This is an optimization exercise on Yosys and OpenROAD, whose aim is small area, not a production implementation.
At most, simulation tests tie the RTL to the original design; equivalence was not proved.
Only the layout flow was run in runs 2 to 6; the RTL was not checked for function there.
No activity file was given, so power comes from the tool's default toggle rates.

$ cat flow/flow/run.sh
#!/bin/bash
# Standard ORFS layout (the standard.sh, standard synthesis unchanged) with two
# changes: the port buffers use the smallest buffer cell, and CTS builds a small tree
# (one sink cluster, clkbuf_8, no dummy loads).
set -euo pipefail
export BUFFER_PORTS_ARGS="-buffer_cell sky130_fd_sc_hd__buf_1"
export CTS_ARGS="-sink_clustering_enable -repair_clock_nets -dont_use_dummy_load -sink_clustering_size 100 -sink_clustering_max_diameter 500 -buf_list sky130_fd_sc_hd__clkbuf_8"
bash standard.sh finish > standard_flow.log 2>&1
$ cat flow/standard.sh
#!/bin/bash
# synth_recipe.tcl (not shown) runs the flow's synth.tcl, then flattens the netlist and writes it again
# the make line also repeats each setting of config.mk as NAME=value (left out here)
make -C /OpenROAD-flow-scripts/flow DESIGN_CONFIG=/design/flow/config.mk WORK_HOME=/design/flow/orfs CLKGATE_MAP_FILE= SYNTH_SCRIPT=/design/flow/synth_recipe.tcl "${@:-finish}"
$ cat flow/config.mk
export PLATFORM = sky130hd
export DESIGN_NAME = mcar_timer
export DESIGN_NICKNAME = mcar_timer
export VERILOG_FILES = /design/flow/design.v
export SDC_FILE = /design/flow/constraint.sdc
export NUM_CORES = 4
export LEC_CHECK = 0
export CAP_MARGIN = 20
export CORE_MARGIN = 2
export CORE_UTILIZATION = 40
export SLEW_MARGIN = 20
$ cat flow/constraint.sdc
create_clock -name core_clock -period 14.0 [get_ports {clk}]
set_input_delay 2.8000 -clock core_clock [delete_from_list [all_inputs] [get_ports {clk}]]
set_output_delay 2.8000 -clock core_clock [all_outputs]
set_load 0.01 [all_outputs]
$ cat flow/design.v
module mcar_timer (
    input  wire        clk,
    input  wire        rst,         
    input  wire [39:0] cmd,
    input  wire        cmd_valid,
    input  wire        tick,        
    input  wire [7:0]  flag0,       
    input  wire [7:0]  flag1,       
    output wire        busy,
    output wire [7:0]  result,
    output wire [7:0]  fault,
    output wire [5:0]  pin_dir,
    output wire [5:0]  pin_out,
    output wire [7:0]  cb_out,
    output reg         cb_strobe
);
    localparam [7:0] OP_CFGNM = 8'h01, OP_DELAY = 8'h02, OP_SETCB = 8'h03,
                     OP_MINIT = 8'h04, OP_CHDIR = 8'h05, OP_SETDC = 8'h06,
                     OP_ROT   = 8'h07, OP_STOP  = 8'h08, OP_UPDSF = 8'h09;
    localparam [1:0] S_TEST = 2'd0, S_ON = 2'd1, S_LOW = 2'd2, S_OFF = 2'd3;
    reg        t_run;          
    reg [7:0]  t_k;            
    reg        t_toie;
    reg        t_tov;
    reg        ovf_pend;
    reg [15:0] need1;          
    reg [15:0] isr_cnt;
    reg [15:0] poll_left;      
    reg [1:0]  tref, mref;
    reg [7:0]  cb;
    reg        mstop;
    reg [1:0]  res;
    reg        flt;
    reg        pdir;
    reg        ena0, ena1, pwm;
    reg        dpoll_act;
    reg        setdc_act;
    reg [3:0]  on_ms;
    reg [1:0]  setdc_ph;
    reg        rot_act;
    wire stack_empty = !dpoll_act && !setdc_act && !rot_act;
    assign busy    = !stack_empty || flt;
    assign result  = {6'd0, res};
    assign fault   = {7'd0, flt};
    assign pin_dir = {6{pdir}};
    assign pin_out = {pwm, ena1 ^ pdir, ena1, pwm, ena0 ^ pdir, ena0};
    assign cb_out  = cb_strobe ? cb : 8'd0;
    wire f0_up = |flag0;
    wire f1_up = |flag1;
    wire tflag_up = tref[0] ? f0_up : f1_up;
    wire mflag_up = mref[0] ? f0_up : f1_up;
    wire [7:0]  op  = cmd[39:32];
    wire [31:0] arg = cmd[31:0];
    reg cmd_reserved;
    always @(*) begin
        case (op)
            OP_CFGNM: cmd_reserved = (arg[31:10] != 22'd0) || (arg[9:8] == 2'd3);
            OP_DELAY: cmd_reserved = 1'b0;
            OP_SETCB: cmd_reserved = (arg[31:8] != 24'd0);
            OP_MINIT: cmd_reserved = (arg[31:2] != 30'd0) || (arg[1:0] == 2'd3);
            OP_CHDIR: cmd_reserved = (arg[31:1] != 31'd0);
            OP_SETDC: cmd_reserved = (arg[31:8] != 24'd0);
            OP_ROT, OP_STOP, OP_UPDSF:
                      cmd_reserved = (arg != 32'd0);
            default:  cmd_reserved = 1'b1;
        endcase
    end
    reg [3:0] pct_div10;
    always @(*) begin
        if      (arg[6:0] < 7'd10) pct_div10 = 4'd0;
        else if (arg[6:0] < 7'd20) pct_div10 = 4'd1;
        else if (arg[6:0] < 7'd30) pct_div10 = 4'd2;
        else if (arg[6:0] < 7'd40) pct_div10 = 4'd3;
        else if (arg[6:0] < 7'd50) pct_div10 = 4'd4;
        else if (arg[6:0] < 7'd60) pct_div10 = 4'd5;
        else if (arg[6:0] < 7'd70) pct_div10 = 4'd6;
        else if (arg[6:0] < 7'd80) pct_div10 = 4'd7;
        else if (arg[6:0] < 7'd90) pct_div10 = 4'd8;
        else if (arg[6:0] < 7'd100) pct_div10 = 4'd9;
        else                        pct_div10 = 4'd10;
    end
    wire pct_oor, plan_oor;
    mt_gtk #(.W(8),  .K(8'd100))        u_pct_oor (.a(arg[7:0]), .gt(pct_oor));
    mt_gtk #(.W(32), .K(32'd2147450))   u_ms_oor  (.a(arg),      .gt(plan_oor));
    wire [3:0]  off_ms;
    mt_add #(4) u_off (.a(4'd10), .b(~on_ms), .ci(1'b1), .s(off_ms));
    wire [3:0]  sm_ms   = (setdc_ph == S_ON) ? on_ms : off_ms;
    wire [21:0] m       = stack_empty ? arg[21:0] : {18'd0, sm_ms};
    wire [28:0] px = {m, 7'd0};
    wire [28:0] py = {7'd0, m};
    wire [28:0] pz = ~{5'd0, m, 2'd0};
    wire [28:0] cs_s = px ^ py ^ pz;
    wire [28:0] cs_c = (px & py) | (px & pz) | (py & pz);
    wire [28:0] s;
    mt_add #(29) u_mul (.a(cs_s), .b({cs_c[27:0], 1'b0}), .ci(1'b0), .s(s));
    wire        m_zero  = (m == 22'd0);
    wire        short   = (m[21:6] == 16'd0) && (!m[5] || m[4:0] == 5'd0);
    wire [15:0] plan_n1 = m_zero ? 16'd0 : s[27:12];
    wire        lo_n7   = (s[2:0] != 3'd7);
    wire [8:0]  qx;
    mt_add #(9) u_q (.a(s[11:3]), .b(~{7'd0, short & lo_n7, short ^ lo_n7}), .ci(1'b1), .s(qx));
    wire        q_zero  = m_zero || (!short && s[11:3] == 9'd0 && lo_n7);
    wire [7:0]  plan_q  = q_zero ? 8'd0 : qx[8:1];
    wire [15:0] isr_inc;
    wire        isr_done_cnt;
    mt_inc #(16) u_isr_inc (.a(isr_cnt), .s(isr_inc), .co());
    mt_ge  #(16) u_isr_ge  (.a(isr_cnt), .b(need1), .ge(isr_done_cnt));
    wire [15:0] poll_dec;
    wire        poll_zero;
    mt_inc #(16) u_poll (.a(poll_left), .s(poll_dec), .co(poll_zero));
    reg        n_run, n_toie, n_tov, n_pend, n_mstop, n_flt, n_pdir;
    reg        n_ena0, n_ena1, n_pwm, n_strobe;
    reg [7:0]  n_k, n_cb;
    reg [15:0] n_need1, n_isr_cnt, n_poll_left;
    reg [1:0]  n_tref, n_mref, n_res, n_ph;
    reg [3:0]  n_on;
    reg        n_dpoll, n_setdc, n_rot;
    reg        raise_fault, start;
    reg  [7:0] k_mux;
    wire [7:0] k_dec;
    wire       k_zero;
    mt_inc #(8) u_k (.a(k_mux), .s(k_dec), .co(k_zero));
    always @(*) begin
        n_run       = t_run;
        n_k         = t_k;
        n_toie      = t_toie;
        n_tov       = t_tov;
        n_pend      = ovf_pend;
        n_need1     = need1;
        n_isr_cnt   = isr_cnt;
        n_poll_left = poll_left;
        n_tref      = tref;
        n_mref      = mref;
        n_cb        = cb;
        n_mstop     = mstop;
        n_res       = res;
        n_flt       = flt;
        n_pdir      = pdir;
        n_ena0      = ena0;
        n_ena1      = ena1;
        n_pwm       = pwm;
        n_strobe    = 1'b0;
        n_dpoll     = dpoll_act;
        n_setdc     = setdc_act;
        n_on        = on_ms;
        n_ph        = setdc_ph;
        n_rot       = rot_act;
        raise_fault = 1'b0;
        start       = 1'b0;
        k_mux       = t_k;
        if (flt) begin
        end else if (ovf_pend) begin
            n_pend = 1'b0;
            if (isr_done_cnt || tflag_up) begin
                n_isr_cnt = 16'd0;
                n_run     = 1'b0;
                if (cb == 8'd1)
                    n_mstop = 1'b1;
                else if (cb != 8'd0)
                    n_strobe = 1'b1;
            end else begin
                n_isr_cnt = isr_inc;
            end
        end else begin
            if (stack_empty) begin
                if (cmd_valid) begin
                    if (cmd_reserved) begin
                        n_res = 2'd1;
                    end else begin
                        case (op)
                            OP_CFGNM: begin
                                if (arg[7:1] != 7'd0) begin
                                    n_res = 2'd1;
                                end else begin
                                    n_toie = arg[0];
                                    n_tref = arg[9:8];
                                    n_res  = 2'd0;
                                end
                            end
                            OP_DELAY: begin
                                if (plan_oor)
                                    n_res = 2'd2;
                                else if (tref == 2'd0)
                                    raise_fault = 1'b1;
                                else if (tflag_up)
                                    n_res = 2'd3;
                                else
                                    start = 1'b1;
                            end
                            OP_SETCB: begin
                                if (arg[7:0] == 8'd0) begin
                                    n_res = 2'd1;
                                end else begin
                                    n_cb  = arg[7:0];
                                    n_res = 2'd0;
                                end
                            end
                            OP_MINIT: begin
                                n_pdir = 1'b1;
                                n_ena0 = 1'b1;
                                n_ena1 = 1'b1;
                                n_mref = arg[1:0];
                                n_cb   = 8'd1;
                                n_res  = 2'd0;
                            end
                            OP_CHDIR: begin
                                if (arg[0]) n_ena1 = !ena1;
                                else        n_ena0 = !ena0;
                                n_res = 2'd0;
                            end
                            OP_SETDC: begin
                                if (pct_oor) begin
                                    n_res = 2'd2;
                                end else begin
                                    n_setdc = 1'b1;
                                    n_on    = pct_div10;
                                    n_ph    = S_TEST;
                                end
                            end
                            OP_ROT: begin
                                if (mref == 2'd0) begin
                                    raise_fault = 1'b1;
                                end else if (mflag_up) begin
                                    n_res = 2'd3;
                                end else begin
                                    n_ena0  = !ena0;
                                    n_rot   = 1'b1;
                                    n_setdc = 1'b1;
                                    n_on    = 4'd5;
                                    n_ph    = S_TEST;
                                end
                            end
                            OP_STOP: begin
                                n_pwm   = 1'b0;
                                n_mstop = 1'b0;
                                n_res   = 2'd0;
                            end
                            OP_UPDSF: begin
                                n_mstop = 1'b1;
                                n_res   = 2'd0;
                            end
                            default: ;
                        endcase
                    end
                end
            end else if (dpoll_act) begin
                if (t_tov) begin
                    n_tov = 1'b0;
                    if (poll_zero || tflag_up) begin
                        n_run   = 1'b0;
                        n_dpoll = 1'b0;
                        if (!setdc_act && !rot_act) n_res = 2'd0;
                    end else begin
                        n_poll_left = poll_dec;
                    end
                end
            end else if (setdc_act) begin
                case (setdc_ph)
                    S_TEST: begin
                        if (mref == 2'd0) begin
                            raise_fault = 1'b1;
                        end else if (!mstop && !mflag_up) begin
                            n_pwm = 1'b1;
                            n_ph  = S_ON;
                        end else begin
                            n_mstop = 1'b0;
                            n_setdc = 1'b0;
                            if (!rot_act) n_res = 2'd0;
                        end
                    end
                    S_LOW: begin
                        n_pwm = 1'b0;
                        n_ph  = S_OFF;
                    end
                    default: begin  
                        if (tref == 2'd0) begin
                            raise_fault = 1'b1;
                        end else begin
                            n_ph = setdc_ph + 2'd1;
                            if (!tflag_up) start = 1'b1;
                        end
                    end
                endcase
            end else begin
                n_ena0 = !ena0;
                n_rot  = 1'b0;
                n_res  = 2'd0;
            end
            if (start) begin
                n_need1     = plan_n1;
                n_poll_left = ~plan_n1;
                n_k         = ~plan_q;
                n_run       = 1'b1;
                n_dpoll     = 1'b1;
            end
            k_mux = n_k;
            if (!raise_fault && tick && n_run) begin
                if (k_zero) begin
                    n_tov = 1'b1;
                    if (t_toie) n_pend = 1'b1;
                end
                n_k = k_dec;
            end
        end
        if (raise_fault) n_flt = 1'b1;
    end
    always @(posedge clk) begin
        if (rst) begin
            t_run     <= 1'b0;
            t_toie    <= 1'b0;
            t_tov     <= 1'b0;
            ovf_pend  <= 1'b0;
            isr_cnt   <= 16'd0;
            tref      <= 2'd0;
            mref      <= 2'd0;
            cb        <= 8'd0;
            mstop     <= 1'b0;
            res       <= 2'd0;
            flt       <= 1'b0;
            pdir      <= 1'b0;
            ena0      <= 1'b0;
            ena1      <= 1'b0;
            pwm       <= 1'b0;
            cb_strobe <= 1'b0;
            dpoll_act <= 1'b0;
            setdc_act <= 1'b0;
            rot_act   <= 1'b0;
        end else begin
            t_run     <= n_run;
            t_toie    <= n_toie;
            t_tov     <= n_tov;
            ovf_pend  <= n_pend;
            isr_cnt   <= n_isr_cnt;
            tref      <= n_tref;
            mref      <= n_mref;
            cb        <= n_cb;
            mstop     <= n_mstop;
            res       <= n_res;
            flt       <= n_flt;
            pdir      <= n_pdir;
            ena0      <= n_ena0;
            ena1      <= n_ena1;
            pwm       <= n_pwm;
            cb_strobe <= n_strobe;
            dpoll_act <= n_dpoll;
            setdc_act <= n_setdc;
            rot_act   <= n_rot;
        end
    end
    always @(posedge clk) begin
        t_k       <= n_k;
        need1     <= n_need1;
        poll_left <= n_poll_left;
        on_ms     <= n_on;
        setdc_ph  <= n_ph;
    end
endmodule
module mt_add #(parameter W = 8) (
    input  wire [W-1:0] a,
    input  wire [W-1:0] b,
    input  wire         ci,
    output wire [W-1:0] s
);
    wire [W:0] c;
    assign c[0] = ci;
    genvar i;
    generate for (i = 0; i < W; i = i + 1) begin : g
        assign s[i]   = a[i] ^ b[i] ^ c[i];
        assign c[i+1] = (a[i] & b[i]) | (c[i] & (a[i] ^ b[i]));
    end endgenerate
endmodule
module mt_dec #(parameter W = 8) (
    input  wire [W-1:0] a,
    output wire [W-1:0] d,
    output wire         z
);
    wire [W:0] b;
    assign b[0] = 1'b1;
    genvar i;
    generate for (i = 0; i < W; i = i + 1) begin : g
        assign d[i]   = a[i] ^ b[i];
        assign b[i+1] = b[i] & ~a[i];
    end endgenerate
    assign z = b[W];
endmodule
module mt_inc #(parameter W = 8) (
    input  wire [W-1:0] a,
    output wire [W-1:0] s,
    output wire         co
);
    wire [W:0] c;
    assign c[0] = 1'b1;
    genvar i;
    generate for (i = 0; i < W; i = i + 1) begin : g
        assign s[i]   = a[i] ^ c[i];
        assign c[i+1] = c[i] & a[i];
    end endgenerate
    assign co = c[W];
endmodule
module mt_ge #(parameter W = 8) (
    input  wire [W-1:0] a,
    input  wire [W-1:0] b,
    output wire         ge
);
    wire [W:0] c;
    assign c[0] = 1'b1;
    genvar i;
    generate for (i = 0; i < W; i = i + 1) begin : g
        assign c[i+1] = (a[i] & ~b[i]) | (c[i] & (a[i] | ~b[i]));
    end endgenerate
    assign ge = c[W];
endmodule
module mt_gtk #(parameter W = 8, parameter [W-1:0] K = 0) (
    input  wire [W-1:0] a,
    output wire         gt
);
    wire [W:0] g;
    assign g[0] = 1'b0;
    genvar i;
    generate for (i = 0; i < W; i = i + 1) begin : b
        if (K[i]) begin : one
            assign g[i+1] = a[i] & g[i];
        end else begin : zero
            assign g[i+1] = a[i] | g[i];
        end
    end endgenerate
    assign gt = g[W];
endmodule
==> flow_metrics.env, run 1 <==
export IMPL_netlist_area_mm2=0.00714
export IMPL_clock_skew_ns=0.0316
export IMPL_regToRegStartpoint="dpoll_act$_SDFFE_PP0P_"
export IMPL_final_common_cell="buf_1"
export IMPL_wl_um=17700
export IMPL_cp_arrival_ns=13.72
export IMPL_use_met1_pct=30.3
export IMPL_syn_to_final_growth_pct=9.19
export IMPL_grt_remaining_overflow=0
export IMPL_start_kind="primary input"
export IMPL_avgSynthCellArea_um2=9.17
export IMPL_end_kind="flop"
export IMPL_drtAntennaViolNets=0
export IMPL_clk_pin_slew_ns=0.07
export IMPL_yosys_register_bits=90
export IMPL_startpoint="cmd[1]"
export IMPL_seq_area_mm2=0.00226
export IMPL_rsz0062_at_grt="false"
export IMPL_final_cell_mix="84 x buf_1, 71 x inv_1, 68 x nor2_1"
export IMPL_yosysTopAreaCell="edfxtp_1"
export IMPL_multiInputGateArea_mm2=0.00439
export IMPL_fin_setup_tns_ns=0
export IMPL_max_stage_delay_ns=0.47
export IMPL_met3_usage_pct=4.67
export IMPL_portBuffers=84
export IMPL_synth_top_area_share_pct=19.3
export IMPL_hold_viol=0
export IMPL_grt_total_usage_pct=19.4
export IMPL_async_reset_ff_share_pct=0
export IMPL_clock_path_buffers=2
export IMPL_clock_sinks=90
export IMPL_yosysSeqAreaShare_pct=31.7
export IMPL_die_x_um=138
export IMPL_n_fill_cell=1722
export IMPL_viasPerCell=5.46
export IMPL_fin_hold_ws_ns=0.472
export IMPL_clock_latency_ns=0.39
export IMPL_h_tree_depth=3
export IMPL_ff2ff_setup_slack_ns=1.84
export IMPL_tritoncts="yes"
export IMPL_drv_cap=0
export IMPL_synth_edf_count=46
export IMPL_gr_max_usage_layer="met1"
export IMPL_tightest_slew_ns=0.993
export IMPL_instances_no_fill=1074
export IMPL_drive_above_1_share_pct=6.36
export IMPL_reg2reg_to="poll_left[15]$_DFFE_PP_"
export IMPL_peakVddDrop_mv=0.0331
export IMPL_cts_inserted_buffers=9
export IMPL_design_die_area_mm2=0.0189
export IMPL_required_ns=14.10
export IMPL_rows=48
export IMPL_final_core_util_pct=44.9
export IMPL_place_inst=1064
export IMPL_hold_buffers=0
export IMPL_fin_area_mm2=0.00780
export IMPL_diodes=0
export IMPL_grt_pass1_vias=5297
export IMPL_synthDistinctLibCells=64
export IMPL_synth_area_leaders="edfxtp_1 19%, dfxtp_1 12%, fa_1 11%"
export IMPL_grt_pass1_wl_um=28200
export IMPL_dp_hpwl_um=13900
export IMPL_antenna_found_initial=0
export IMPL_place_congestion=0.902
export IMPL_initialDrtViolationCount=536
export IMPL_status="finished clean"
export IMPL_postPlaceCellArea_mm2=0.00765
export IMPL_io_pins=98
export IMPL_p_leak_uw=0.00298
export IMPL_setup_viol=0
export IMPL_fin_nets=1008
export IMPL_drc=0
export IMPL_grt_start_max_net_pins=44
export IMPL_first_pass_iters=5
export IMPL_critPathMaxFanout=2
export IMPL_ys_warn_count=1
export IMPL_netlist_instances=779
export IMPL_finalMaxSlewViolations=0
export IMPL_max_freq_ghz=0.0734
export IMPL_crit_top_cell="fa_1"
export IMPL_r2r_cells=35
export IMPL_initial_core_util_pct=41.2
export IMPL_worst_path_buf_inv=6
export IMPL_synth_ff_type="edfxtp_1"
export IMPL_relSlewSlack_pct=33.2
export IMPL_fin_crit_sh_pct=97.3
export IMPL_grt_util_met2_pct=26.7
export IMPL_path_depth=36
export IMPL_min_period_ns=13.63
export IMPL_design_core_area_mm2=0.0174
export IMPL_root_buffer="clkbuf_8"
export IMPL_critPathTopFamily="adder cells"
export IMPL_routedWlPerCell_um=16.4
export IMPL_cp_slowest_cell="fa_1"
export IMPL_crit_type="primary input to flop"
export IMPL_cp_endpoint="poll_left[15]$_DFFE_PP_"
export IMPL_vias=5866
export IMPL_die_h_um=138
export IMPL_worstHoldPathType="flop to flop"
export IMPL_power_density_mw_per_mm2=73.3
==> synth_stat cells (all sizes together), types with 24 or more instances <==
master   n
nand3   24
dfxtp   44
inv     71
fa      41
a21oi   36
nor2    70
buf     31
nand2   55
edfxtp  46
clkbuf  26
and2    31
nor3    24
o21ai   30
ha      56
==> timing repair <==
| action | in CTS | in global routing |
|---|---|---|
| buffers inserted | 0 | 1 |
| endpoints found under the setup margin | 0 | 5 |
| gates resized for setup | 0 | 6 |
==> cell families after synthesis <==
kind of cell             synth area share (%)
adder cells (fa/ha/maj)                  21.9
AND/OR/NAND/NOR                          19.7
AO/OA/AOI/OAI                            15.0
multiplexers                             2.38
other                                  0.0525
flip-flops                               31.7
XOR/XNOR                                 1.10
buffers and inverters                    8.20
==> final cells by class <==
class	instances	share of cell area (%)
clock buffers	9	1.59
inverters	71	3.42
multi-input cells	573	56.2
flip-flops and latches	90	29.0
well taps	225	3.61
repair buffers	106	6.16
==> layer usage <==
metal	part of all wire, %	wire length (um)
met1	49	8690
met5	0	0
met4	1.1	201
met2	42	7440
met3	7.4	1310
==> worst reg2reg max path: cells and delay by family (launching register included) <==
kind	cells	cell delay (ns)
adders and majority gates	26	9.84
AOI/OAI and AO/OA	1	0.08
xor gates and xnor gates	1	0.13
muxes	1	0.30
and+or+nand+nor	2	0.62
buffers and inverters	4	0.25
DFF	1	0.66
==> power by group <==
| group | leakage, uW | switching (uW) | internal (uW) |
|---|---|---|---|
| Clock | 0.0000647 | 85.5 | 57.7 |
| Sequential | 0.000717 | 0.0994 | 281 |
| Combinational | 0.00219 | 87.6 | 60.0 |
==> through the flow <==
stage          power (uW)  worst slack (ns)
2_1_floorplan         385            0.0197
3_3_place_gp          432            -0.248
3_5_place_dp          432            -0.340
4_1_cts               574            0.0484
5_1_grt               605            0.0276
6_report              572             0.374
==> registers in the layout, indices dropped and copies added (netlist names), 4 cells and up <==
signal,count
cb,8
isr_cnt,16
need1,16
on_ms,4
poll_left,16
t_k,8
==> worst min path at each step <==
stage	to	start	cells past startpoint	slack, ns
3_3_place_gp	res[1]$_SDFFE_PP0P_	res[1]$_SDFFE_PP0P_	2	0.46
4_1_cts	res[0]$_SDFFE_PP0P_	res[0]$_SDFFE_PP0P_	2	0.47
2_1_floorplan	cb[6]$_SDFFE_PP0P_	cb[6]$_SDFFE_PP0P_	2	0.44
5_1_grt	cb[7]$_SDFFE_PP0P_	cb[7]$_SDFFE_PP0P_	2	0.50
3_5_place_dp	res[0]$_SDFFE_PP0P_	res[0]$_SDFFE_PP0P_	2	0.46
6_report	res[0]$_SDFFE_PP0P_	res[0]$_SDFFE_PP0P_	2	0.47
==> run 2, diff against run 1 <==
--- a/flow/design.v
+++ b/flow/design.v
@@ -85,7 +85,7 @@
     wire [3:0]  off_ms;
     mt_add #(4) u_off (.a(4'd10), .b(~on_ms), .ci(1'b1), .s(off_ms));
     wire [3:0]  sm_ms   = (setdc_ph == S_ON) ? on_ms : off_ms;
-    wire [21:0] m       = stack_empty ? arg[21:0] : {18'd0, sm_ms};
+    wire [21:0] m       = {arg[21:12], stack_empty ? arg[11:0] : {8'd0, sm_ms}};
     wire [28:0] px = {m, 7'd0};
     wire [28:0] py = {7'd0, m};
     wire [28:0] pz = ~{5'd0, m, 2'd0};
@@ -93,9 +93,11 @@
     wire [28:0] cs_c = (px & py) | (px & pz) | (py & pz);
     wire [28:0] s;
     mt_add #(29) u_mul (.a(cs_s), .b({cs_c[27:0], 1'b0}), .ci(1'b0), .s(s));
-    wire        m_zero  = (m == 22'd0);
-    wire        short   = (m[21:6] == 16'd0) && (!m[5] || m[4:0] == 5'd0);
-    wire [15:0] plan_n1 = m_zero ? 16'd0 : s[27:12];
+    wire        lo_zero = (m[11:0] == 12'd0);
+    wire        m_zero  = lo_zero && (!stack_empty || m[21:12] == 10'd0);
+    wire        short   = !stack_empty ||
+                          ((m[21:6] == 16'd0) && (!m[5] || m[4:0] == 5'd0));
+    wire [15:0] plan_n1 = (m_zero || !stack_empty) ? 16'd0 : s[27:12];
     wire        lo_n7   = (s[2:0] != 3'd7);
     wire [8:0]  qx;
     mt_add #(9) u_q (.a(s[11:3]), .b(~{7'd0, short & lo_n7, short ^ lo_n7}), .ci(1'b1), .s(qx));
@@ -103,11 +105,11 @@
     wire [7:0]  plan_q  = q_zero ? 8'd0 : qx[8:1];
     wire [15:0] isr_inc;
     wire        isr_done_cnt;
-    mt_inc #(16) u_isr_inc (.a(isr_cnt), .s(isr_inc), .co());
+    mt_inc #(16) u_isr_inc (.a(isr_cnt), .ci(1'b1), .s(isr_inc), .co());
     mt_ge  #(16) u_isr_ge  (.a(isr_cnt), .b(need1), .ge(isr_done_cnt));
     wire [15:0] poll_dec;
     wire        poll_zero;
-    mt_inc #(16) u_poll (.a(poll_left), .s(poll_dec), .co(poll_zero));
+    mt_inc #(16) u_poll (.a(poll_left), .ci(1'b1), .s(poll_dec), .co(poll_zero));
     reg        n_run, n_toie, n_tov, n_pend, n_mstop, n_flt, n_pdir;
     reg        n_ena0, n_ena1, n_pwm, n_strobe;
     reg [7:0]  n_k, n_cb;
@@ -117,9 +119,10 @@
     reg        n_dpoll, n_setdc, n_rot;
     reg        raise_fault, start;
     reg  [7:0] k_mux;
+    reg        k_tick;
     wire [7:0] k_dec;
-    wire       k_zero;
-    mt_inc #(8) u_k (.a(k_mux), .s(k_dec), .co(k_zero));
+    wire       k_ovf;
+    mt_inc #(8) u_k (.a(k_mux), .ci(k_tick), .s(k_dec), .co(k_ovf));
     always @(*) begin
         n_run       = t_run;
         n_k         = t_k;
@@ -148,6 +151,7 @@
         raise_fault = 1'b0;
         start       = 1'b0;
         k_mux       = t_k;
+        k_tick      = 1'b0;
         if (flt) begin
         end else if (ovf_pend) begin
             n_pend = 1'b0;
@@ -294,13 +298,12 @@
                 n_dpoll     = 1'b1;
             end
             k_mux = n_k;
-            if (!raise_fault && tick && n_run) begin
-                if (k_zero) begin
-                    n_tov = 1'b1;
-                    if (t_toie) n_pend = 1'b1;
-                end
-                n_k = k_dec;
+            k_tick = !raise_fault && tick && n_run;
+            if (k_ovf) begin
+                n_tov = 1'b1;
+                if (t_toie) n_pend = 1'b1;
             end
+            n_k = k_dec;
         end
         if (raise_fault) n_flt = 1'b1;
     end
@@ -385,11 +388,12 @@
 endmodule
 module mt_inc #(parameter W = 8) (
     input  wire [W-1:0] a,
+    input  wire         ci,
     output wire [W-1:0] s,
     output wire         co
 );
     wire [W:0] c;
-    assign c[0] = 1'b1;
+    assign c[0] = ci;
     genvar i;
     generate for (i = 0; i < W; i = i + 1) begin : g
         assign s[i]   = a[i] ^ c[i];
==> flow_metrics.env, run 2 <==
export IMPL_status="finished clean"
export IMPL_place_inst=1047
export IMPL_start_kind="primary input"
export IMPL_reg2reg_to="poll_left[15]$_DFFE_PP_"
export IMPL_rows=48
export IMPL_clock_latency_ns=0.39
export IMPL_syn_to_final_growth_pct=8.49
export IMPL_avgSynthCellArea_um2=9.17
export IMPL_r2r_cells=39
export IMPL_max_freq_ghz=0.0737
export IMPL_peakVddDrop_mv=0.0349
export IMPL_vias=5572
export IMPL_clock_sinks=90
export IMPL_netlist_instances=765
export IMPL_worstHoldPathType="flop to flop"
export IMPL_synth_area_leaders="edfxtp_1 20%, dfxtp_1 13%, fa_1 12%"
export IMPL_cp_slowest_cell="fa_1"
export IMPL_hold_viol=0
export IMPL_fin_nets=993
export IMPL_tightest_slew_ns=0.984
export IMPL_yosysTopAreaCell="edfxtp_1"
export IMPL_synthTopCellsByCount="80 x inv_1, 65 x nor2_1, 59 x ha_1"
export IMPL_ff2ff_setup_slack_ns=1.86
export IMPL_crit_type="primary input to flop"
export IMPL_portBuffers=84
export IMPL_wl_um=17100
export IMPL_cts_inserted_buffers=9
export IMPL_clockPowerShare_pct=26.0
export IMPL_initialDrtViolationCount=297
export IMPL_p_int_uw=392
export IMPL_end_kind="flop"
export IMPL_wl_met2_um=7820
export IMPL_cp_arrival_ns=13.66
export IMPL_critPathMaxFanout=2
export IMPL_synth_mux_area_share_pct=1.71
export IMPL_place_congestion=0.882
export IMPL_finalMaxSlewViolations=0
export IMPL_synthDistinctLibCells=68
export IMPL_p_leak_uw=0.00291
export IMPL_drtAntennaViolNets=0
export IMPL_setup_viol=0
export IMPL_postCtsSetupRepairBufs=0
export IMPL_die_h_um=136
export IMPL_holdPathEnd="cb[1]$_SDFFE_PP0P_"
export IMPL_h_tree_depth=3
export IMPL_io_pins=98
export IMPL_grt_total_usage_pct=19.0
export IMPL_drive_above_1_share_pct=5.78
export IMPL_synth_xor_area_share_pct=0.624
export IMPL_antenna_found_initial=0
export IMPL_async_reset_ff_share_pct=0
export IMPL_yosys_register_bits=90
export IMPL_drv_cap=0
export IMPL_design_core_area_mm2=0.0172
export IMPL_grt_pass1_vias=5248
export IMPL_pre_cts_slack_ns=-0.126
export IMPL_power_density_mw_per_mm2=73.2
export IMPL_grt_start_max_net_pins=37
export IMPL_wl_met3_um=763
export IMPL_pwr_share_seq_pct=50.4
export IMPL_dp_hpwl_um=13400
export IMPL_diodes=0
export IMPL_synth_edf_count=46
export IMPL_grt_remaining_overflow=0
export IMPL_tritoncts="yes"
export IMPL_layout_setup_ws_ns=0.438
export IMPL_clk_pin_slew_ns=0.07
export IMPL_reg_largest_list="isr_cnt (16), need1 (16), poll_left (16)"
export IMPL_synth_simple_area_share_pct=19.5
export IMPL_initial_core_util_pct=40.7
export IMPL_min_path_cells=2
export IMPL_final_cell_mix="84 x buf_1, 80 x inv_1, 65 x nor2_1"
export IMPL_first_pass_iters=5
export IMPL_root_buffer="clkbuf_8"
export IMPL_routedWlPerCell_um=16.2
export IMPL_instances_no_fill=1056
export IMPL_drc=0
export IMPL_viasPerCell=5.28
export IMPL_crit_top_cell="fa_1"
export IMPL_relSlewSlack_pct=33.8
export IMPL_required_ns=14.10
export IMPL_rsz0062_at_grt="false"
export IMPL_clock_path_buffers=2
export IMPL_die_x_um=136
export IMPL_wl_met1_um=8310
export IMPL_min_period_ns=13.56
export IMPL_design_die_area_mm2=0.0186
export IMPL_top_layer_used="met4"
export IMPL_hold_start="cb[1]$_SDFFE_PP0P_"
export IMPL_synth_ff_type="edfxtp_1"
export IMPL_synth_compound_area_share_pct=14.8
export IMPL_netlist_area_mm2=0.00702
export IMPL_fin_crit_sh_pct=96.9
export IMPL_ys_warn_count=1
export IMPL_synth_top_family_by_area="adder cells"
export IMPL_synthAdderAreaFrac_pct=22.4
export IMPL_final_common_cell="buf_1"
export IMPL_p_switching_uw=166
export IMPL_yosysSeqAreaShare_pct=32.2
export IMPL_grt_pass1_wl_um=27300
export IMPL_synth_top_area_share_pct=19.7
export IMPL_clock_skew_ns=0.0365
export IMPL_swShare_pct=29.7
export IMPL_synth_most_common_cell="inv_1"
export IMPL_regToRegStartpoint="dpoll_act$_SDFFE_PP0P_"
export IMPL_max_stage_delay_ns=0.46
export IMPL_p_comb_share_pct=23.6
[run 2: worst max path at each step]
| stage | start | end | slack (ns) |
|---|---|---|---|
| after floorplan | cmd[0] | poll_left[15]$_DFFE_PP_ | 0.17 |
| after global placement | cmd[0] | poll_left[15]$_DFFE_PP_ | -0.04 |
| after detailed placement | cmd[0] | poll_left[15]$_DFFE_PP_ | -0.13 |
| after CTS | cmd[0] | poll_left[15]$_DFFE_PP_ | 0.23 |
| after global routing | cmd[0] | poll_left[15]$_DFFE_PP_ | 0.002 |
| final | cmd[0] | poll_left[15]$_DFFE_PP_ | 0.44 |
[run 2: per-stage QoR]
| step | TNS, ns | hold WS (ns) | cell area, um^2 | utilization (%) | power [uW] |
|---|---|---|---|---|---|
| 2_1_floorplan | 0 | 0.435 | 7060 | - | 376 |
| 6_report | 0 | 0.463 | 7610 | 44.2 | 558 |
| 5_1_grt | 0 | 0.499 | 7610 | 44.2 | 594 |
| 4_1_cts | 0 | 0.465 | 7600 | 44.1 | 564 |
| 3_5_place_dp | -0.262 | 0.455 | 7480 | 43.4 | 418 |
| 3_3_place_gp | -0.0401 | 0.456 | 7480 | 43.4 | 417 |
[run 2: logic make-up (layout without fill, tap and decap cells)]
family | Yosys count | count (layout)
DFF | 90 | 90
and+or+nand+nor | 261 | 261
muxes | 12 | 12
xor gates and xnor gates | 5 | 5
other | 1 | 13
adders and majority gates | 101 | 101
AOI/OAI and AO/OA | 157 | 157
buffers and inverters | 138 | 192
[run 2: worst max-delay path, delay by kind of cell]
kind	cells	cell delay (ns)
buffers and inverters	9	0.60
AND/OR/NAND/NOR	2	0.26
adder cells (fa/ha/maj)	26	9.64
AO/OA/AOI/OAI	2	0.21
XOR/XNOR	1	0.13
[run 2: power groups by stage]
stage	Sequential, uW	Clock (uW)	Combinational [uW]
after floorplan	287	0	88.7
after global placement	287	0	130
after detailed placement	287	0	131
after CTS	281	151	132
after global routing	281	160	153
final	281	145	132
[run 2: layout make-up]
cell class / instances / area [um^2]
fill: 1725 / 9620
multi-input combinational: 549 / 4190
sequential: 90 / 2260
timing repair buffer: 101 / 443
inverter: 82 / 308
tap: 225 / 282
clock buffer: 9 / 124
[run 2: per-layer routing]
| metal | vias up | GRT usage, % |
|---|---|---|
| li1 | 2775 | - |
| met1 | 2665 | 27.5 |
| met2 | 115 | 29.7 |
| met3 | 17 | 3.09 |
| met4 | 0 | 4.63 |
| met5 | - | 0 |
[run 2: timing repair]
action / in CTS / in global routing
endpoints found under the setup margin: 0 / 4
hold buffers: 0 / 0
gates resized for setup: 0 / 4
endpoints found under the hold margin: 0 / 0
==> run 3, diff against run 2 <==
==> flow/flow/run.sh (replaced) <==
#!/bin/bash
# Standard ORFS layout (the standard.sh, standard synthesis unchanged) with these
# changes: the port buffers use the smallest buffer cell, CTS builds a small tree
# (clkbuf_8, no dummy loads), and after global routing the resizer downsizes cells
# on paths with positive slack (RECOVER_POWER).
set -euo pipefail
export BUFFER_PORTS_ARGS="-buffer_cell sky130_fd_sc_hd__buf_1"
export CTS_ARGS="-sink_clustering_enable -repair_clock_nets -dont_use_dummy_load -sink_clustering_size 100 -sink_clustering_max_diameter 500 -buf_list sky130_fd_sc_hd__clkbuf_8"
export RECOVER_POWER=100
bash standard.sh finish > standard_flow.log 2>&1
==> flow_metrics.env, run 3 <==
export IMPL_grt_pass1_wl_um=27300
export IMPL_viasPerCell=5.26
export IMPL_syn_to_final_growth_pct=7.42
export IMPL_yosysSeqAreaShare_pct=32.2
export IMPL_die_h_um=136
export IMPL_crit_top_cell="fa_1"
export IMPL_synth_ff_type="edfxtp_1"
export IMPL_fin_setup_tns_ns=0
export IMPL_cp_arrival_ns=13.66
export IMPL_io_pins=98
export IMPL_ff2ff_setup_slack_ns=1.87
export IMPL_synthDistinctLibCells=68
export IMPL_final_common_cell="buf_1"
export IMPL_vias=5551
export IMPL_status="finished clean"
export IMPL_clock_sinks=90
export IMPL_rows=48
export IMPL_grt_pass1_vias=5248
export IMPL_end_kind="flop"
export IMPL_worstHoldPathType="flop to flop"
export IMPL_synth_simple_area_share_pct=19.5
export IMPL_synth_area_leaders="edfxtp_1 20%, dfxtp_1 13%, fa_1 12%"
export IMPL_ys_warn_count=1
export IMPL_final_core_util_pct=43.7
export IMPL_async_reset_ff_share_pct=0
export IMPL_critPathTopFamily="adder cells"
export IMPL_reg_largest_list="isr_cnt (16), need1 (16), poll_left (16)"
export IMPL_crit_type="primary input to flop"
export IMPL_min_period_ns=13.55
export IMPL_tritoncts="yes"
export IMPL_hold_buffers=0
export IMPL_synth_most_common_cell="inv_1"
export IMPL_place_congestion=0.882
export IMPL_tightest_slew_ns=1.13
export IMPL_worst_path_buf_inv=9
export IMPL_synth_top_family_by_area="adder cells"
export IMPL_synth_compound_area_share_pct=14.8
export IMPL_synth_mux_area_share_pct=1.71
export IMPL_rsz0062_at_grt="false"
export IMPL_h_tree_depth=3
export IMPL_wl_um=17100
export IMPL_max_stage_delay_ns=0.46
export IMPL_holdPathEnd="cb[1]$_SDFFE_PP0P_"
export IMPL_synth_top_area_share_pct=19.7
export IMPL_cp_slowest_cell="fa_1"
export IMPL_drv_cap=0
export IMPL_clock_path_buffers=2
export IMPL_final_cell_mix="83 x buf_1, 81 x inv_1, 66 x nor2_1"
export IMPL_n_fill_cell=1736
export IMPL_initialDrtViolationCount=286
export IMPL_clk_pin_slew_ns=0.07
export IMPL_yosys_register_bits=90
export IMPL_multiInputGateArea_mm2=0.00413
export IMPL_reg2reg_to="poll_left[15]$_DFFE_PP_"
export IMPL_root_buffer="clkbuf_8"
export IMPL_diodes=0
export IMPL_max_freq_ghz=0.0738
export IMPL_relSlewSlack_pct=22.8
export IMPL_drtAntennaViolNets=0
export IMPL_power_density_mw_per_mm2=73.9
export IMPL_netlist_area_mm2=0.00702
export IMPL_drc=0
export IMPL_start_kind="primary input"
export IMPL_initial_core_util_pct=40.7
export IMPL_peakVddDrop_mv=0.0355
export IMPL_clock_skew_ns=0.0362
export IMPL_grt_total_usage_pct=19.0
export IMPL_grt_remaining_overflow=0
export IMPL_die_x_um=136
export IMPL_avgSynthCellArea_um2=9.17
export IMPL_setup_viol=0
export IMPL_hold_start="cb[1]$_SDFFE_PP0P_"
export IMPL_portBuffers=84
export IMPL_critPathMaxFanout=2
export IMPL_synth_edf_count=46
export IMPL_seq_area_mm2=0.00226
export IMPL_antenna_found_initial=0
export IMPL_fin_nets=993
export IMPL_netlist_instances=765
export IMPL_pre_cts_slack_ns=-0.126
export IMPL_first_pass_iters=5
export IMPL_routedWlPerCell_um=16.2
export IMPL_dp_hpwl_um=13400
export IMPL_fin_hold_ws_ns=0.464
export IMPL_synthAdderAreaFrac_pct=22.4
export IMPL_hold_viol=0
export IMPL_clock_latency_ns=0.40
export IMPL_grt_start_max_net_pins=37
export IMPL_cts_inserted_buffers=9
export IMPL_required_ns=14.10
export IMPL_design_core_area_mm2=0.0172
export IMPL_synthTopCellsByCount="80 x inv_1, 65 x nor2_1, 59 x ha_1"
export IMPL_fin_crit_sh_pct=96.8
export IMPL_regToRegStartpoint="setdc_act$_SDFFE_PP0P_"
export IMPL_r2r_cells=39
export IMPL_layout_setup_ws_ns=0.445
export IMPL_design_die_area_mm2=0.0186
export IMPL_p_leak_uw=0.00287
export IMPL_finalMaxSlewViolations=0
export IMPL_synth_xor_area_share_pct=0.624
export IMPL_min_path_cells=2
export IMPL_yosysTopAreaCell="edfxtp_1"
export IMPL_drive_above_1_share_pct=4.21
run 3: kinds of logic after synthesis:
kind of cell | count (synthesis)
buf+inv | 138
simple gates | 261
mux | 12
xor+xnor | 5
fa+ha+maj | 101
other cells | 1
compound gates | 157
flops | 90
run 3: stage by stage:
stage | std cells | area (um^2) | total power [uW]
3_3_place_gp | 1047 | 7480 | 417
2_1_floorplan | 777 | 7060 | 376
3_5_place_dp | 1047 | 7480 | 418
6_report | 1056 | 7540 | 557
4_1_cts | 1056 | 7600 | 564
5_1_grt | 1056 | 7540 | 592
run 3: worst max path at each step:
stage | from | endpoint | slack (ns) | cells past startpoint
after CTS | cmd[0] | poll_left[15]$_DFFE_PP_ | 0.23 | 40
after detailed placement | cmd[0] | poll_left[15]$_DFFE_PP_ | -0.13 | 40
after floorplan | cmd[0] | poll_left[15]$_DFFE_PP_ | 0.17 | 40
after global routing | cmd[0] | poll_left[15]$_DFFE_PP_ | 0.003 | 40
final | cmd[0] | poll_left[15]$_DFFE_PP_ | 0.45 | 40
after global placement | cmd[0] | poll_left[15]$_DFFE_PP_ | -0.04 | 40
run 3: what timing repair did:
| action | 4_1_cts | 5_1_grt |
|---|---|---|
| setup endpoints to repair | 0 | 4 |
| gates resized for setup | 0 | 4 |
| setup buffers | 0 | 0 |
run 3: metal layers:
metal / track usage (%) / up-vias / part of all wire, %
met4: 4.63 / 0 / 1.1
li1: - / 2770 / -
met3: 3.09 / 18 / 5.1
met1: 27.5 / 2631 / 48
met2: 29.7 / 132 / 45
met5: 0 / - / 0
run 3: area by class of cell:
class	count	share of cell area, %
clock buffers	9	1.64
flip-flops and latches	90	30.0
multi-input cells	549	54.8
repair buffers	101	5.68
inverters	82	4.08
well taps	225	3.74
run 3: power by group:
part / switching [uW] / leakage (uW) / internal [uW]
registers: 0.116 / 0.000716 / 281
logic: 78.0 / 0.00209 / 51.7
clock network: 88.7 / 0.0000647 / 57.8
total: 167 / 0.00287 / 390
run 3: worst min-delay path: stages, from the launching register on:
cell     delay [ns]
dfxtp_1        0.32
nand2_1        0.05
a21oi_1        0.05
==> run 4, diff against run 3 <==
--- a/flow/design.v
+++ b/flow/design.v
@@ -103,13 +103,17 @@
     mt_add #(9) u_q (.a(s[11:3]), .b(~{7'd0, short & lo_n7, short ^ lo_n7}), .ci(1'b1), .s(qx));
     wire        q_zero  = m_zero || (!short && s[11:3] == 9'd0 && lo_n7);
     wire [7:0]  plan_q  = q_zero ? 8'd0 : qx[8:1];
-    wire [15:0] isr_inc;
+    wire        isr_step = !flt && ovf_pend;
     wire        isr_done_cnt;
-    mt_inc #(16) u_isr_inc (.a(isr_cnt), .ci(1'b1), .s(isr_inc), .co());
     mt_ge  #(16) u_isr_ge  (.a(isr_cnt), .b(need1), .ge(isr_done_cnt));
+    wire        isr_done  = isr_done_cnt || tflag_up;
+    wire        isr_clear = isr_step && isr_done;
+    wire [15:0] isr_inc;
+    mt_inc #(16) u_isr_inc (.a(isr_cnt), .ci(isr_step && !isr_done), .s(isr_inc), .co());
+    wire        poll_step = !flt && !ovf_pend && dpoll_act && t_tov;
     wire [15:0] poll_dec;
     wire        poll_zero;
-    mt_inc #(16) u_poll (.a(poll_left), .ci(1'b1), .s(poll_dec), .co(poll_zero));
+    mt_inc #(16) u_poll (.a(poll_left), .ci(poll_step), .s(poll_dec), .co(poll_zero));
     reg        n_run, n_toie, n_tov, n_pend, n_mstop, n_flt, n_pdir;
     reg        n_ena0, n_ena1, n_pwm, n_strobe;
     reg [7:0]  n_k, n_cb;
@@ -125,13 +129,11 @@
     mt_inc #(8) u_k (.a(k_mux), .ci(k_tick), .s(k_dec), .co(k_ovf));
     always @(*) begin
         n_run       = t_run;
-        n_k         = t_k;
         n_toie      = t_toie;
         n_tov       = t_tov;
         n_pend      = ovf_pend;
         n_need1     = need1;
-        n_isr_cnt   = isr_cnt;
-        n_poll_left = poll_left;
+        n_poll_left = poll_dec;
         n_tref      = tref;
         n_mref      = mref;
         n_cb        = cb;
@@ -155,15 +157,12 @@
         if (flt) begin
         end else if (ovf_pend) begin
             n_pend = 1'b0;
-            if (isr_done_cnt || tflag_up) begin
-                n_isr_cnt = 16'd0;
+            if (isr_done) begin
                 n_run     = 1'b0;
                 if (cb == 8'd1)
                     n_mstop = 1'b1;
                 else if (cb != 8'd0)
                     n_strobe = 1'b1;
-            end else begin
-                n_isr_cnt = isr_inc;
             end
         end else begin
             if (stack_empty) begin
@@ -254,8 +253,6 @@
                         n_run   = 1'b0;
                         n_dpoll = 1'b0;
                         if (!setdc_act && !rot_act) n_res = 2'd0;
-                    end else begin
-                        n_poll_left = poll_dec;
                     end
                 end
             end else if (setdc_act) begin
@@ -293,19 +290,18 @@
             if (start) begin
                 n_need1     = plan_n1;
                 n_poll_left = ~plan_n1;
-                n_k         = ~plan_q;
+                k_mux       = ~plan_q;
                 n_run       = 1'b1;
                 n_dpoll     = 1'b1;
             end
-            k_mux = n_k;
             k_tick = !raise_fault && tick && n_run;
             if (k_ovf) begin
                 n_tov = 1'b1;
                 if (t_toie) n_pend = 1'b1;
             end
-            n_k = k_dec;
         end
         if (raise_fault) n_flt = 1'b1;
+        n_k = k_dec;
     end
     always @(posedge clk) begin
         if (rst) begin
@@ -333,7 +329,7 @@
             t_toie    <= n_toie;
             t_tov     <= n_tov;
             ovf_pend  <= n_pend;
-            isr_cnt   <= n_isr_cnt;
+            isr_cnt   <= isr_clear ? 16'd0 : isr_inc;
             tref      <= n_tref;
             mref      <= n_mref;
             cb        <= n_cb;
--- a/flow/config.mk
+++ b/flow/config.mk
@@ -7,5 +7,6 @@
 export LEC_CHECK = 0
 export CAP_MARGIN = 20
 export CORE_MARGIN = 2
-export CORE_UTILIZATION = 40
+export CORE_UTILIZATION = 65
+export PLACE_DENSITY = 0.75
 export SLEW_MARGIN = 20
==> flow_metrics.env, run 4 <==
export IMPL_clk_pin_slew_ns=0.07
export IMPL_netlist_area_mm2=0.00679
export IMPL_cp_arrival_ns=13.73
export IMPL_netlist_instances=734
export IMPL_hold_viol=0
export IMPL_synthDistinctLibCells=73
export IMPL_viasPerCell=6.10
export IMPL_ys_warn_count=1
export IMPL_cp_slowest_cell="fa_1"
export IMPL_yosysTopAreaCell="dfxtp_1"
export IMPL_p_comb_share_pct=25.4
export IMPL_clockPowerShare_pct=25.5
export IMPL_cts_inserted_buffers=9
export IMPL_final_cell_mix="84 x buf_1, 68 x dfxtp_1, 66 x inv_1"
export IMPL_grt_pass1_vias=5664
export IMPL_dp_hpwl_um=12800
export IMPL_grt_pass1_wl_um=27200
export IMPL_drc=0
export IMPL_synthTopCellsByCount="68 x dfxtp_1, 66 x inv_1, 61 x ha_1"
export IMPL_clock_path_buffers=2
export IMPL_yosysSeqAreaShare_pct=29.8
export IMPL_relSlewSlack_pct=-16.6
export IMPL_final_common_cell="buf_1"
export IMPL_required_ns=14.10
export IMPL_vias=5688
export IMPL_rsz0062_at_grt="false"
export IMPL_wl_met3_um=1190
export IMPL_n_fill_cell=835
export IMPL_grt_start_max_net_pins=59
export IMPL_max_freq_ghz=0.0734
export IMPL_min_period_ns=13.63
export IMPL_p_switching_uw=161
export IMPL_drive_above_1_share_pct=6.27
export IMPL_synth_ff_type="dfxtp_1"
export IMPL_final_core_util_pct=71.0
export IMPL_die_h_um=106
export IMPL_critPathMaxFanout=2
export IMPL_start_kind="primary input"
export IMPL_fin_setup_tns_ns=0
export IMPL_syn_to_final_growth_pct=6.93
export IMPL_design_die_area_mm2=0.0113
export IMPL_root_buffer="clkbuf_8"
export IMPL_worstHoldPathType="flop to flop"
export IMPL_diodes=0
export IMPL_initialDrtViolationCount=421
export IMPL_p_int_uw=391
export IMPL_grt_remaining_overflow=0
export IMPL_setup_viol=0
export IMPL_reg_largest_list="isr_cnt (16), need1 (16), poll_left (16)"
export IMPL_avgSynthCellArea_um2=9.25
export IMPL_top_layer_used="met4"
export IMPL_grt_total_usage_pct=30.6
export IMPL_postPlaceCellArea_mm2=0.00713
export IMPL_synth_area_leaders="dfxtp_1 20%, fa_1 12%, ha_1 11%"
export IMPL_wl_um=16400
export IMPL_crit_top_cell="fa_1"
export IMPL_drtAntennaViolNets=0
export IMPL_rows=37
export IMPL_synth_edf_count=22
export IMPL_p_leak_uw=0.00314
export IMPL_clock_sinks=90
export IMPL_yosys_register_bits=90
export IMPL_place_congestion=0.941
export IMPL_fin_area_mm2=0.00726
export IMPL_finalMaxSlewViolations=5
export IMPL_initial_core_util_pct=66.4
export IMPL_routedWlPerCell_um=17.5
export IMPL_swShare_pct=29.2
export IMPL_antenna_found_initial=1
export IMPL_peakVddDrop_mv=0.0434
export IMPL_io_pins=98
export IMPL_max_stage_delay_ns=0.47
export IMPL_async_reset_ff_share_pct=0
export IMPL_synth_most_common_cell="dfxtp_1"
export IMPL_wl_met1_um=7220
export IMPL_clock_latency_ns=0.37
export IMPL_portBuffers=84
export IMPL_synth_top_area_share_pct=20.0
export IMPL_first_pass_iters=5
export IMPL_so_faults="max-capacitance violations, max-slew violations"
export IMPL_end_kind="flop"
export IMPL_wl_met2_um=7600
export IMPL_drv_cap=1
export IMPL_crit_type="primary input to flop"
export IMPL_h_tree_depth=3
export IMPL_hold_buffers=0
export IMPL_tritoncts="yes"
export IMPL_power_density_mw_per_mm2=76.1
export IMPL_design_core_area_mm2=0.0102
export IMPL_die_x_um=106
export IMPL_postCtsSetupRepairBufs=0
export IMPL_clock_skew_ns=0.0266
export IMPL_total_power_uw=552
export IMPL_fin_crit_sh_pct=97.4
export IMPL_status="complete, but fails checks"
export IMPL_tightest_slew_ns=1.71
export IMPL_pwr_share_seq_pct=49.1
export IMPL_fin_nets=961
## run 4: changes by cell type after synthesis, sizes merged, moves of 16 or more
cell	delta
dfxtp	+24
edfxtp	-24
nand2	-19
a21oi	-17
o21ai	-17
a31oi	+16
## run 4: area by class of cell
type	instances	area, um^2	area share, %
well taps	136	170	2.34
clock buffers	9	124	1.71
inverters	66	248	3.41
repair buffers	101	439	6.05
multi-input cells	531	4260	58.6
flip-flops and latches	90	2020	27.8
## run 4: final timing paths
kind	start	to	slack, ns	cells after the start
max	cmd[2]	need1[15]$_DFFE_PP_	0.37	35
min	cb[1]$_SDFFE_PP0P_	cb[1]$_SDFFE_PP0P_	0.47	2
max reg2reg	dpoll_act$_SDFFE_PP0P_	need1[15]$_DFFE_PP_	1.54	34
min reg2reg	cb[1]$_SDFFE_PP0P_	cb[1]$_SDFFE_PP0P_	0.47	2
## run 4: power groups by stage
| stage | sequential [uW] | combinational (uW) | clock, uW |
|---|---|---|---|
| after global routing | 271 | 160 | 153 |
| after floorplan | 277 | 94.4 | 0 |
| final | 271 | 140 | 141 |
| after global placement | 277 | 132 | 0 |
| after detailed placement | 277 | 136 | 0 |
| after CTS | 271 | 138 | 144 |
## run 4: repair_timing
item                       in CTS  in global routing
pin swaps                       1                  1
setup endpoints to repair       2                  4
resized for setup               3                  7
## run 4: per-layer routing
layer	GRT usage (%)	up-vias
met2	49.0	253
li1	-	2711
met5	0	-
met1	41.0	2695
met4	12.0	0
met3	6.19	29
## run 4: worst max-delay path: cells and delay by family
family	cells	cell delay (ns)
buffers and inverters	5	0.35
adder cells (fa/ha/maj)	26	9.96
XOR/XNOR	1	0.15
AND/OR/NAND/NOR	2	0.34
AO/OA/AOI/OAI	1	0.10
## run 4: cell families after synthesis
family                   share of synthesized area (%)
AND/OR/NAND/NOR                                   20.2
AO/OA/AOI/OAI                                     15.2
buffers and inverters                             8.35
adder cells (fa/ha/maj)                           24.1
flip-flops                                        29.8
multiplexers                                      1.64
XOR/XNOR                                         0.774
other                                           0.0552
## run 4: stage by stage
step	setup WS, ns	hold slack, ns	std cells
2_1_floorplan	0.00847	0.435	746
3_3_place_gp	-0.285	0.451	924
3_5_place_dp	-0.460	0.458	924
4_1_cts	0.0211	0.468	933
5_1_grt	0.0108	0.496	933
6_report	0.370	0.469	933
==> run 5, diff against run 4 <==
--- a/flow/config.mk
+++ b/flow/config.mk
@@ -7,6 +7,5 @@
 export LEC_CHECK = 0
 export CAP_MARGIN = 20
 export CORE_MARGIN = 2
-export CORE_UTILIZATION = 65
-export PLACE_DENSITY = 0.75
+export CORE_UTILIZATION = 40
 export SLEW_MARGIN = 20
==> flow_metrics.env, run 5 <==
export IMPL_status="complete, but fails checks"
export IMPL_so_faults="max-capacitance violations, max-slew violations"
export IMPL_ys_warn_count=1
export IMPL_drive_above_1_share_pct=6.51
export IMPL_start_kind="primary input"
export IMPL_hold_start="cb[6]$_SDFFE_PP0P_"
export IMPL_grt_remaining_overflow=0
export IMPL_setup_viol=0
export IMPL_clock_sinks=90
export IMPL_rsz0062_at_grt="false"
export IMPL_die_x_um=134
export IMPL_initial_core_util_pct=40.9
export IMPL_max_freq_ghz=0.0737
export IMPL_synthTopCellsByCount="68 x dfxtp_1, 66 x inv_1, 61 x ha_1"
export IMPL_fin_crit_sh_pct=97.0
export IMPL_place_inst=1010
export IMPL_vias=5535
export IMPL_first_pass_iters=5
export IMPL_synth_most_common_cell="dfxtp_1"
export IMPL_wl_met2_um=7400
export IMPL_drc=0
export IMPL_synth_edf_count=22
export IMPL_finalMaxSlewViolations=5
export IMPL_required_ns=14.13
export IMPL_dp_hpwl_um=12900
export IMPL_hold_viol=0
export IMPL_top_layer_used="met4"
export IMPL_instances_no_fill=1019
export IMPL_diodes=0
export IMPL_yosys_register_bits=90
export IMPL_critPathMaxFanout=2
export IMPL_yosysTopAreaCell="dfxtp_1"
export IMPL_place_congestion=0.899
export IMPL_regToRegStartpoint="dpoll_act$_SDFFE_PP0P_"
export IMPL_tritoncts="yes"
export IMPL_synth_ff_type="dfxtp_1"
export IMPL_synth_area_leaders="dfxtp_1 20%, fa_1 12%, ha_1 11%"
export IMPL_crit_type="primary input to flop"
export IMPL_design_die_area_mm2=0.0180
export IMPL_reg_largest_list="isr_cnt (16), need1 (16), poll_left (16)"
export IMPL_drtAntennaViolNets=0
export IMPL_async_reset_ff_share_pct=0
export IMPL_viasPerCell=5.43
export IMPL_min_path_cells=2
export IMPL_syn_to_final_growth_pct=8.72
export IMPL_r2r_cells=34
export IMPL_reg2reg_to="need1[15]$_DFFE_PP_"
export IMPL_synthDistinctLibCells=73
export IMPL_tightest_slew_ns=1.56
export IMPL_postCtsSetupRepairBufs=0
export IMPL_grt_start_max_net_pins=59
export IMPL_clock_latency_ns=0.39
export IMPL_wl_met3_um=844
export IMPL_synth_top_area_share_pct=20.0
export IMPL_initialDrtViolationCount=361
export IMPL_die_h_um=134
export IMPL_p_leak_uw=0.00315
export IMPL_drv_cap=1
export IMPL_n_fill_cell=1647
export IMPL_worstHoldPathType="flop to flop"
export IMPL_crit_top_cell="fa_1"
export IMPL_fin_hold_ws_ns=0.460
export IMPL_rows=47
export IMPL_power_density_mw_per_mm2=75.1
export IMPL_end_kind="flop"
export IMPL_antenna_found_initial=0
export IMPL_netlist_area_mm2=0.00679
export IMPL_final_common_cell="buf_1"
export IMPL_final_cell_mix="83 x buf_1, 68 x dfxtp_1, 66 x inv_1"
export IMPL_fin_setup_tns_ns=0
export IMPL_portBuffers=84
export IMPL_grt_pass1_wl_um=27200
export IMPL_grt_total_usage_pct=19.2
export IMPL_cp_slowest_cell="fa_1"
export IMPL_io_pins=98
export IMPL_design_core_area_mm2=0.0166
export IMPL_peakVddDrop_mv=0.0434
export IMPL_holdPathEnd="cb[6]$_SDFFE_PP0P_"
export IMPL_h_tree_depth=3
export IMPL_max_stage_delay_ns=0.47
export IMPL_cp_arrival_ns=13.70
export IMPL_cts_inserted_buffers=9
export IMPL_fin_nets=963
export IMPL_clk_pin_slew_ns=0.08
export IMPL_hold_buffers=0
export IMPL_yosysSeqAreaShare_pct=29.8
export IMPL_min_period_ns=13.58
export IMPL_routedWlPerCell_um=16.3
export IMPL_root_buffer="clkbuf_8"
export IMPL_ff2ff_setup_slack_ns=2.04
export IMPL_netlist_instances=734
export IMPL_total_power_uw=555
export IMPL_clock_skew_ns=0.0342
export IMPL_wl_met1_um=8120
export IMPL_clock_path_buffers=2
export IMPL_wl_um=16700
export IMPL_grt_pass1_vias=5218
export IMPL_avgSynthCellArea_um2=9.25
export IMPL_relSlewSlack_pct=-7.01
[run 5: report_power, final]
part	total, uW	switching, uW	internal [uW]
Sequential	271	0.113	271
Clock	147	89.5	57.8
Combinational	136	76.1	59.8
Total	555	166	389
[run 5: per-stage QoR]
stage               utilization (%)  worst slack (ns)  instance area [um^2]
floorplan                         -           0.00847                  6840
global placement               43.7            -0.269                  7250
detailed placement             43.7            -0.314                  7250
CTS                            44.5            0.0615                  7380
global route                   44.5            0.0494                  7380
finish                         44.5             0.424                  7380
[run 5: critical path: cells and delay by family]
kind | cells | cell delay, ns
AOI/OAI and AO/OA | 1 | 0.10
adders and majority gates | 26 | 9.90
xor gates and xnor gates | 1 | 0.15
buffers and inverters | 5 | 0.35
and+or+nand+nor | 2 | 0.39
[run 5: what timing repair did]
item                       4_1_cts  5_1_grt
gates resized for setup          0       10
setup endpoints to repair        0        4
hold endpoints to repair         0        0
[run 5: cells by family after synthesis]
kind of cell	synth area share, %
fa+ha+maj	24.1
buf+inv	8.35
simple gates	20.2
xor+xnor	0.774
mux	1.64
compound gates	15.2
flops	29.8
other cells	0.0552
[run 5: worst max path at each step]
stage	startpoint	to	slack (ns)	cells past startpoint
after floorplan	cmd[2]	need1[15]$_DFFE_PP_	0.008	35
after global placement	cmd[2]	need1[15]$_DFFE_PP_	-0.27	35
after detailed placement	cmd[2]	need1[15]$_DFFE_PP_	-0.31	35
after CTS	cmd[2]	need1[15]$_DFFE_PP_	0.06	35
after global routing	cmd[2]	need1[15]$_DFFE_PP_	0.05	35
final	cmd[2]	need1[15]$_DFFE_PP_	0.42	35
[run 5: layout make-up]
cell class | instances | area [um^2] | share of cell area, %
clock buffer | 9 | 124 | 1.68
inverter | 66 | 248 | 3.36
multi-input combinational | 531 | 4260 | 57.7
sequential | 90 | 2020 | 27.4
tap | 220 | 275 | 3.73
timing repair buffer | 103 | 454 | 6.15
[run 5: per-layer routing]
metal / vias to the layer above / track usage [%]
met5: - / 0
met4: 0 / 5.85
met3: 23 / 3.17
met2: 163 / 29.3
met1: 2631 / 27.9
li1: 2718 / -
==> run 6, diff against run 5 <==
==> flow/flow/run.sh (replaced) <==
#!/bin/bash
# Standard ORFS layout (the standard.sh, standard synthesis unchanged) with two
# changes: the port buffers use the smallest buffer cell, and CTS builds a small tree
# (one sink cluster, clkbuf_8, no dummy loads).
set -euo pipefail
export BUFFER_PORTS_ARGS="-buffer_cell sky130_fd_sc_hd__buf_1"
export CTS_ARGS="-sink_clustering_enable -repair_clock_nets -dont_use_dummy_load -sink_clustering_size 100 -sink_clustering_max_diameter 500 -buf_list sky130_fd_sc_hd__clkbuf_8"
bash standard.sh finish > standard_flow.log 2>&1
--- a/flow/config.mk
+++ b/flow/config.mk
@@ -8,4 +8,5 @@
 export CAP_MARGIN = 20
 export CORE_MARGIN = 2
 export CORE_UTILIZATION = 40
+export GPL_TIMING_DRIVEN = 0
 export SLEW_MARGIN = 20
==> flow_metrics.env, run 6 <==
export IMPL_synthTopCellsByCount="68 x dfxtp_1, 66 x inv_1, 61 x ha_1"
export IMPL_end_kind="flop"
export IMPL_clock_skew_ns=0.0455
export IMPL_place_inst=1049
export IMPL_grt_pass1_vias=5380
export IMPL_multiInputGateArea_mm2=0.00433
export IMPL_syn_to_final_growth_pct=12.5
export IMPL_clock_path_buffers=2
export IMPL_viasPerCell=5.36
export IMPL_tightest_slew_ns=1.02
export IMPL_ys_warn_count=1
export IMPL_fin_hold_ws_ns=0.466
export IMPL_place_congestion=0.900
export IMPL_instances_no_fill=1058
export IMPL_drtAntennaViolNets=0
export IMPL_yosysSeqAreaShare_pct=29.8
export IMPL_rsz0062_at_grt="false"
export IMPL_reg_largest_list="isr_cnt (16), need1 (16), poll_left (16)"
export IMPL_drive_above_1_share_pct=9.55
export IMPL_hold_viol=0
export IMPL_drv_cap=0
export IMPL_drc=0
export IMPL_cp_slowest_cell="fa_1"
export IMPL_first_pass_iters=4
export IMPL_yosys_register_bits=90
export IMPL_grt_pass1_wl_um=28300
export IMPL_io_pins=98
export IMPL_synth_most_common_cell="dfxtp_1"
export IMPL_synth_area_leaders="dfxtp_1 20%, fa_1 12%, ha_1 11%"
export IMPL_dp_hpwl_um=13900
export IMPL_initial_core_util_pct=40.9
export IMPL_clock_sinks=90
export IMPL_routedWlPerCell_um=16.5
export IMPL_avgSynthCellArea_um2=9.25
export IMPL_netlist_instances=734
export IMPL_fin_crit_sh_pct=97.0
export IMPL_crit_type="primary input to flop"
export IMPL_seq_area_mm2=0.00202
export IMPL_synthDistinctLibCells=73
export IMPL_clk_pin_slew_ns=0.08
export IMPL_final_common_cell="buf_1"
export IMPL_synth_top_area_share_pct=20.0
export IMPL_final_cell_mix="84 x buf_1, 68 x dfxtp_1, 65 x inv_1"
export IMPL_start_kind="primary input"
export IMPL_antenna_found_initial=0
export IMPL_worstHoldPathType="flop to flop"
export IMPL_wl_um=17500
export IMPL_netlist_area_mm2=0.00679
export IMPL_finalMaxSlewViolations=0
export IMPL_die_h_um=134
export IMPL_synth_ff_type="dfxtp_1"
export IMPL_vias=5675
export IMPL_power_density_mw_per_mm2=73.8
export IMPL_postCtsSetupRepairBufs=0
export IMPL_relSlewSlack_pct=31.6
export IMPL_tritoncts="yes"
export IMPL_min_period_ns=13.58
export IMPL_clock_latency_ns=0.40
export IMPL_critPathMaxFanout=10
export IMPL_max_freq_ghz=0.0737
export IMPL_async_reset_ff_share_pct=0
export IMPL_total_power_uw=564
export IMPL_peakVddDrop_mv=0.0393
export IMPL_grt_total_usage_pct=20.1
export IMPL_cp_arrival_ns=13.71
export IMPL_design_die_area_mm2=0.0180
export IMPL_rows=47
export IMPL_n_fill_cell=1697
export IMPL_portBuffers=83
export IMPL_cts_inserted_buffers=9
export IMPL_h_tree_depth=3
export IMPL_status="finished clean"
export IMPL_p_leak_uw=0.00329
export IMPL_setup_viol=0
export IMPL_synth_edf_count=22
export IMPL_initialDrtViolationCount=323
export IMPL_fin_nets=1002
export IMPL_max_stage_delay_ns=0.46
export IMPL_crit_top_cell="fa_2"
export IMPL_grt_remaining_overflow=0
export IMPL_diodes=0
export IMPL_root_buffer="clkbuf_8"
export IMPL_die_x_um=134
export IMPL_grt_start_max_net_pins=26
export IMPL_yosysTopAreaCell="dfxtp_1"
export IMPL_required_ns=14.13
export IMPL_design_core_area_mm2=0.0166
==> run 6: cell counts after synthesis <==
No cell type changed its count.
==> run 6: stage by stage <==
step	area, um^2	TNS, ns	setup WS [ns]	util [%]
6_report	7640	0	0.425	46.1
3_5_place_dp	7430	-4.16	-0.856	44.8
5_1_grt	7640	0	0.0188	46.1
2_1_floorplan	6840	0	0.00847	-
4_1_cts	7610	0	0.0130	45.9
3_3_place_gp	7430	-4.08	-0.834	44.8
==> run 6: kinds of logic after synthesis <==
logic type	count (synthesis)	synth area share, %
AOI/OAI and AO/OA	146	15.2
other	1	0.0552
and+or+nand+nor	248	20.2
muxes	11	1.64
adders and majority gates	107	24.1
DFF	90	29.8
xor gates and xnor gates	6	0.774
buffers and inverters	125	8.35
==> run 6: final cells by class <==
class | count | share of cell area (%)
Clock buffer | 9 | 1.62
Multi-Input combinational cell | 531 | 56.7
Buffer | 59 | 4.31
Tap cell | 220 | 3.60
Inverter | 66 | 3.24
Sequential cell | 90 | 26.5
Timing Repair Buffer | 83 | 4.08
==> run 6: final timing paths <==
path | startpoint | to | slack, ns | depth (start not counted)
setup reg to reg | rot_act$_SDFFE_PP0P_ | need1[15]$_DFFE_PP_ | 1.75 | 36
hold / removal | cb[2]$_SDFFE_PP0P_ | cb[2]$_SDFFE_PP0P_ | 0.47 | 2
setup / recovery | cmd[2] | need1[15]$_DFFE_PP_ | 0.42 | 36
hold reg to reg | cb[2]$_SDFFE_PP0P_ | cb[2]$_SDFFE_PP0P_ | 0.47 | 2
==> run 6: per-layer routing <==
metal  routed length (um)  part of all wire [%]  global-route usage (%)  vias up
li1                     -                     -                       -     2795
met1                 8210                    47                    28.0     2700
met2                 8010                    46                    31.7      158
met3                 1020                   5.8                    3.93       22
met4                  263                   1.5                    5.67        0
met5                    0                     0                       0        -
==> run 6: power by group <==
group | total, uW | internal (uW) | switching (uW)
Combinational | 144 | 64.5 | 79.7
Sequential | 271 | 271 | 0.162
Clock | 149 | 57.9 | 90.8
Total | 564 | 394 | 171
==> run 6: repair_timing <==
action | in CTS | in global routing
gates resized for setup | 15 | 10
setup endpoints to repair | 4 | 4
hold endpoints to repair | 0 | 0
pin swaps | 0 | 2
hold buffers | 0 | 0
==> run 6: critical path, delay by kind of cell <==
| family | cells | cell delay (ns) |
|---|---|---|
| AOI/OAI and AO/OA | 1 | 0.08 |
| adders and majority gates | 26 | 9.72 |
| and+or+nand+nor | 2 | 0.41 |
| xor gates and xnor gates | 1 | 0.17 |
| buffers and inverters | 6 | 0.53 |

==> static timing again, ports no longer ideal <==
How much do the figures lean on ideal ports? The routed layouts below were timed once more, with nothing changed but the port constraints.
Step 1 assumes that a clkbuf_16 drives the clock port and a buf_2 every other input.
Step 2 moves the port delays by t, midway between the first and last clock arrival at a register: inputs arrive t later, outputs are due t later. That takes back most of the time a late clock gives input paths.
Three values: ideal ports, drivers, drivers and shift; two values: the first two.
run	t, ns	setup WS [ns]	slew at the worst register clock pin (ns)
run 1	0.406	0.374 / 0.387 / -0.019	0.10 / 0.10
run 2	0.410	0.438 / 0.453 / 0.043	0.11 / 0.11
run 3	0.414	0.445 / 0.460 / 0.046	0.11 / 0.11
run 4	0.395	0.370 / 0.387 / -0.008	0.10 / 0.10
run 5	0.408	0.424 / 0.440 / 0.032	0.10 / 0.10
run 6	0.412	0.425 / 0.442 / 0.030	0.12 / 0.12
The setup slack of run 3, which loses most, moves by +0.015 ns with the drivers and by -0.399 ns with both steps.
